What follows belongs to an exercise in optimizing a design on an open flow for small area; a production flow would make more cautious choices. In this exercise RTL edits were held to simulation tests only and were not proved equivalent to the original. No activity file was given, so power comes from the tool's default toggle rates.

==> flow/design.v <==
module cpu16_alu (
    input  wire       x,         
    input  wire       y,         
    input  wire       cin,       
    input  wire       is_and,
    input  wire       is_or,
    output wire       r,         
    output wire       cout
);
    wire s = x ^ y ^ cin;
    assign cout = (x & y) | (cin & (x ^ y));
    assign r = is_and ? (x & y) : is_or ? (x | y) : s;
endmodule
module cpu16 (
    input  wire        clk,
    input  wire        rst,           
    output wire [15:0] imem_addr,
    input  wire [15:0] imem_rdata,
    output wire [15:0] dmem_addr,
    output wire [15:0] dmem_wdata,
    output wire        dmem_we,
    input  wire [15:0] dmem_rdata,
    input  wire [3:0]  dbg_sel,
    output wire [15:0] dbg_rdata,
    output wire [15:0] pc_o,
    output wire [15:0] sp_o,
    output wire [15:0] ir_o,
    output wire [3:0]  flags_o,       
    output wire        halted,
    output wire        faulted
);
    localparam [1:0] ST_FE = 2'd0, ST_P1 = 2'd1, ST_P2 = 2'd2, ST_CL = 2'd3;
    reg [255:0] rf;           
    reg [15:0]  pc, ir, T;
    reg [8:0]   sp;           
    reg [3:0]   t;            
    reg [1:0]   st;
    reg         fn, fz, fc, fv;
    reg         halted_r, faulted_r;
    reg         cy;           
    reg         pcy;          
    reg [3:0]   shn;          
    reg         shr;          
    wire ended = halted_r | faulted_r;
    wire run   = ~ended;
    wire [3:0] op = ir[15:12];
    wire [3:0] rd = ir[11:8];
    wire [3:0] ra = ir[7:4];
    wire [3:0] rb = ir[3:0];
    wire op_loadi = op == 4'h0;
    wire op_lui   = op == 4'h1;
    wire op_load  = op == 4'h2;
    wire op_store = op == 4'h3;
    wire op_addi  = op == 4'h4;
    wire op_sub   = op == 4'h6;
    wire op_and   = op == 4'h7;
    wire op_or    = op == 4'h8;
    wire op_shft  = op == 4'h9;
    wire op_beq   = op == 4'hA;
    wire op_bne   = op == 4'hB;
    wire op_b     = op == 4'hC;
    wire op_call  = op == 4'hD;
    wire op_ret   = op == 4'hE;
    wire op_halt  = op == 4'hF;
    wire op_alu   = (op >= 4'h4) && (op <= 4'h8);    
    wire op_addsub = (op >= 4'h4) && (op <= 4'h6);
    wire s_fe = st == ST_FE;
    wire s_p1 = st == ST_P1;
    wire s_p2 = st == ST_P2;
    wire clr  = st == ST_CL;               
    wire t0   = t == 4'd0;
    wire t15  = t == 4'd15;
    wire tsp  = (t <= 4'd8);               
    wire [3:0]  wsel = ended ? dbg_sel :
                       s_fe  ? imem_rdata[3:0] :
                       (s_p1 & op_store) ? rd :
                       (s_p1 & op_alu) ? rb : ra;
    wire [15:0] w;
    cpu16_wmux u_wmux (.rf(rf), .sel(wsel), .w(w));
    wire [15:0] wr0  = t[0] ? {w[14:0], w[15]} : w;
    wire [15:0] wr1  = t[1] ? {wr0[13:0], wr0[15:14]} : wr0;
    wire [15:0] wr2  = t[2] ? {wr1[11:0], wr1[15:12]} : wr1;
    wire [15:0] word = t[3] ? {wr2[7:0], wr2[15:8]} : wr2;
    wire pa = w[0];                        
    wire pb = T[15];                       
    wire       sext4 = op_addi | op_load | op_store;
    wire       sext8 = op[3] & (op[2] | op[1]);      
    wire [2:0] iidx  = (sext4 & (t[3] | t[2])) ? 3'd3 :
                       (sext8 & t[3]) ? 3'd7 : t[2:0];
    wire       ibit  = ir[iidx];
    wire sp_mode = (op_call & s_p1) | (op_ret & (s_p1 | s_p2));
    wire x   = sp_mode ? sp[0] : pa;
    wire y   = sp_mode ? (op_call & tsp) :
               sext4   ? ibit : (pb ^ op_sub);
    wire cin = t0 ? (op_sub | (op_ret & s_p2)) : cy;
    wire alu_r, cout;
    cpu16_alu u_alu (
        .x(x), .y(y), .cin(cin), .is_and(op_and), .is_or(op_or),
        .r(alu_r), .cout(cout)
    );
    wire [3:0] tidx = shr ? ~shn : (shn - 4'd1);
    wire       tap  = T[tidx];
    wire       shnz = shn != 4'd0;
    wire       sh_cap = op_shft & ((s_p1 & shr & t15) | (s_fe & ~shr & t0));
    wire [7:0] ea;
    genvar gi;
    generate for (gi = 0; gi < 8; gi = gi + 1) begin : g_ea
        assign ea[gi] = T[15 - gi];
    end endgenerate
    wire oor = |T[7:0];
    wire rdbit = dmem_rdata[t];
    wire wbit = clr ? 1'b0 :
                s_p2 ? (op_shft ? tap : op_alu ? alu_r : rdbit) :
                (ibit & (op[0] | ~t[3]));           
    wire wen  = clr | (run & ((s_p1 & (op_loadi | (op_lui & t[3]))) |
                              (s_p2 & (op_shft | op_alu | (op_load & ~oor)))));
    integer r;
    always @(posedge clk) begin
        for (r = 0; r < 16; r = r + 1)
            rf[16*r +: 16] <= {(wen & (clr | (rd == r))) ? wbit : rf[16*r],
                               rf[16*r+1 +: 15]};
    end
    wire br_take = (op_beq & fz) | (op_bne & ~fz) | op_b;
    wire pc_p1   = s_p1;
    wire pc_call = s_p2 & op_call & ~oor;
    wire pc_ret  = s_p2 & op_ret & ~oor;
    wire py      = ((pc_p1 & br_take) | pc_call) & ibit;
    wire pcin    = t0 ? pc_p1 : pcy;
    wire pc_sum  = pc[0] ^ py ^ pcin;
    wire pc_cout = (pc[0] & py) | (pcin & (pc[0] ^ py));
    wire pc_en   = clr | (run & (pc_p1 | pc_call | pc_ret));
    wire pc_in   = clr ? 1'b0 : pc_ret ? rdbit : pc_sum;
    wire sp_en   = clr ? tsp : (run & tsp & ((s_p1 & (op_call | op_ret)) | (s_p2 & op_ret & ~oor)));
    wire sp_in   = clr ? t[3] : alu_r;
    wire fetch    = run & s_fe & t15 & (pc[15:8] == 8'h00);
    always @(posedge clk) begin
        t   <= rst ? 4'd0 : t + 4'd1;
        cy  <= cout;
        pcy <= pc_cout;
        if (rst)
            ir[15] <= 1'b0;                     
        else if (fetch)
            ir <= imem_rdata;
        if (fetch) begin
            shn <= word[3:0];
            shr <= word[15] | (word[3:0] == 4'd0);
        end
        if (pc_en) pc <= {pc_in, pc[15:1]};
        if (sp_en) sp <= {sp_in, sp[8:1]};
        if (run & s_p1 & (op_load | op_store | op_shft | op_call | op_ret | op_alu))
            T <= {T[14:0], (op_shft | op_alu) ? (pa & (shr | op_alu)) : (alu_r & (tsp | ~sp_mode))};
        else if (run & s_p2 & (op_shft | op_alu))
            T <= {T[14:0], pa & ~shr};
        if (rst) begin
            st        <= ST_CL;
            halted_r  <= 1'b0;
            faulted_r <= 1'b0;
            fn <= 1'b0; fz <= 1'b0; fc <= 1'b0; fv <= 1'b0;
        end else if (run) begin
            if (s_p2 & (op_shft | op_alu)) begin
                fn <= wbit;
                fz <= ~wbit & (t0 | fz);
                if (op_alu) fc <= op_addsub & cout;
                fv <= op_addsub & (cin ^ cout);
            end
            if (sh_cap) fc <= tap & shnz;
            case (st)
                ST_CL: if (t15) st <= ST_FE;
                ST_FE: if (t15) begin
                    if (pc[15:8] != 8'h00) faulted_r <= 1'b1;
                    else                   st <= ST_P1;
                end
                ST_P1: if (t15) begin
                    if (op_halt) halted_r <= 1'b1;
                    st <= (op_load | op_store | op_shft | op_call | op_ret | op_alu) ? ST_P2 : ST_FE;
                end
                ST_P2: begin
                    if (t0 & (op_load | op_store | op_call | op_ret) & oor) faulted_r <= 1'b1;
                    if (t15) st <= ST_FE;
                end
            endcase
        end
    end
    assign dmem_we    = run & ~oor & s_p2 & t0 & (op_store | op_call);
    assign dmem_addr  = {8'h00, ea};
    assign dmem_wdata = ir[14] ? pc : word;
    assign imem_addr = pc;
    assign dbg_rdata = word;
    assign pc_o      = pc;
    assign sp_o      = {{7{sp[8] & sp[7]}}, sp};
    assign ir_o      = ir;
    assign flags_o   = {fn, fz, fc, fv};
    assign halted    = halted_r;
    assign faulted   = faulted_r;
endmodule
module cpu16_wmux (
    input  wire [255:0] rf,
    input  wire [3:0]   sel,
    output wire [15:0]  w
);
    wire [15:0] oh = 16'b1 << sel;
    genvar i, g;
    generate for (i = 0; i < 16; i = i + 1) begin : g_bit
        wire [15:0] tm;
        for (g = 0; g < 16; g = g + 1) begin : g_term
            assign tm[g] = rf[16*g+i] & oh[g];
        end
        wire [5:0] n;
        assign n[0] = ~(tm[0]  | tm[1]  | tm[2]);
        assign n[1] = ~(tm[3]  | tm[4]  | tm[5]);
        assign n[2] = ~(tm[6]  | tm[7]  | tm[8]);
        assign n[3] = ~(tm[9]  | tm[10] | tm[11]);
        assign n[4] = ~(tm[12] | tm[13] | tm[14]);
        assign n[5] = ~tm[15];
        assign w[i] = ~(&n);
    end endgenerate
endmodule
export LEC_CHECK = 0
export ABC_AREA = 1
export CAP_MARGIN = 0
export CORE_MARGIN = 2
export CORE_UTILIZATION = 60
export PLACE_DENSITY = 0.7
export SLEW_MARGIN = 0
create_clock -name core_clock -period 10.0 [get_ports {clk}]
standard.sh (not shown) runs the stock make flow with config.mk's settings and CLKGATE_MAP_FILE= SYNTH_SCRIPT=/design/flow/synth_recipe.tcl, a recipe that flattens the netlist after the stock synthesis.
==> flow/flow/run.sh <==
#!/bin/bash
# Own layout flow: the standard ORFS flow (standard.sh) with three changes:
#  - synthesis maps logic with area-oriented ABC scripts: the word mux module
#    cpu16_wmux (kept as a module until the end of synthesis, then flattened as
#    usual) with flow/abc_mux.script, the rest with flow/abc_area.script;
#    everything else in synthesis is the standard script, so registers are unchanged;
#  - ports are buffered with the smallest buffer (buf_1);
#  - clock tree synthesis uses small clock buffers and no dummy loads.
set -euo pipefail
W=$PWD
rm -rf "$W/own_scripts"
cp -r "$FLOW_HOME/scripts" "$W/own_scripts"
cp "$W/flow/abc_area.script" "$W/own_scripts/abc_area.script"
cp "$W/flow/abc_mux.script" "$W/own_scripts/abc_mux.script"
python3 - "$W/own_scripts/synth.tcl" <<'PY'
import sys
p = sys.argv[1]
s = open(p).read()
old = "  log_cmd abc {*}$abc_args\n"
assert s.count(old) == 1
new = ("  log_cmd abc {*}[lreplace $abc_args 1 1 $::env(SCRIPTS_DIR)/abc_mux.script] cpu16_wmux\n"
       + old)
open(p, "w").write(s.replace(old, new))
PY
export SYNTH_KEEP_MODULES=cpu16_wmux

export BUFFER_PORTS_ARGS="-buffer_cell sky130_fd_sc_hd__buf_1"
export CTS_ARGS="-sink_clustering_enable -repair_clock_nets -dont_use_dummy_load -sink_clustering_size 18 -sink_clustering_max_diameter 100 -buf_list {sky130_fd_sc_hd__clkbuf_8}"

SCRIPTS_DIR="$W/own_scripts" bash standard.sh synth > "$W/synth.log" 2>&1
bash standard.sh > "$W/layout.log" 2>&1
test -f "$W/out/final.def"
==> flow/flow/abc_area.script <==
strash
dch
amap -F 20 -A 40
topo
==> flow/flow/abc_mux.script <==
strash
&get -n
&dch
&nf -R 1000
&put
topo
The starting point completed with no timing, DRC or antenna violations.
Change:
--- a/flow/design.v
+++ b/flow/design.v
@@ -101,7 +101,8 @@
     wire [3:0] tidx = shr ? ~shn : (shn - 4'd1);
     wire       tap  = T[tidx];
     wire       shnz = shn != 4'd0;
-    wire       sh_cap = op_shft & ((s_p1 & shr & t15) | (s_fe & ~shr & t0));
+    wire [3:0] cpos = shr ? (shn - 4'd1) : (4'd0 - shn);    
+    wire       sh_c = (t == cpos) ? (pa & shnz) : (~t0 & fc);
     wire [7:0] ea;
     genvar gi;
     generate for (gi = 0; gi < 8; gi = gi + 1) begin : g_ea
@@ -137,11 +138,8 @@
         t   <= rst ? 4'd0 : t + 4'd1;
         cy  <= cout;
         pcy <= pc_cout;
-        if (rst)
-            ir[15] <= 1'b0;                     
-        else if (fetch)
-            ir <= imem_rdata;
         if (fetch) begin
+            ir  <= imem_rdata;
             shn <= word[3:0];
             shr <= word[15] | (word[3:0] == 4'd0);
         end
@@ -160,10 +158,9 @@
             if (s_p2 & (op_shft | op_alu)) begin
                 fn <= wbit;
                 fz <= ~wbit & (t0 | fz);
-                if (op_alu) fc <= op_addsub & cout;
+                fc <= op_shft ? sh_c : (op_addsub & cout);
                 fv <= op_addsub & (cin ^ cout);
             end
-            if (sh_cap) fc <= tap & shnz;
             case (st)
                 ST_CL: if (t15) st <= ST_FE;
                 ST_FE: if (t15) begin
After rerunning:
- total power drops by 2.5%
- count of clock-buffer cells in the layout stays the same
- design area climbs by 1.3%
- worst setup slack improved by 0.48 ns
- global-route usage climbs by 0.55 points
- synthesized area climbs by 1.3%
- clock power drops by about 0.7%
- worst hold slack improved by 0.0087 ns

## afterwards: timing with drivers on the ports
No port has a modelled driver above. Below, the same layouts with a new extraction and two added sets of constraints.
Step 1: set_driving_cell puts a clkbuf_16 on clk and a buf_2 on each other input, an assumption about the parent block.
Step 2 adds t to the input delays and takes it off the output delays; t is the mean of the earliest and latest rising clock arrival at the registers after step 1. Input paths then give back, and output paths get back, about the clock's delay inside the block.
Three values: no drivers, after step 1, after step 2; two values: the first two.
| run | t, ns | setup slack, ns | latest minus earliest clock arrival (ns) | pins driven straight from the clock port |
|---|---|---|---|---|
| the first run | 0.564 | 0.765 / 0.722 / 1.286 | 0.062 / 0.062 | 1 |
| the second run | 0.582 | 1.241 / 1.201 / 1.782 | 0.052 / 0.051 | 1 |
After both steps setup and hold are still met in every run listed.
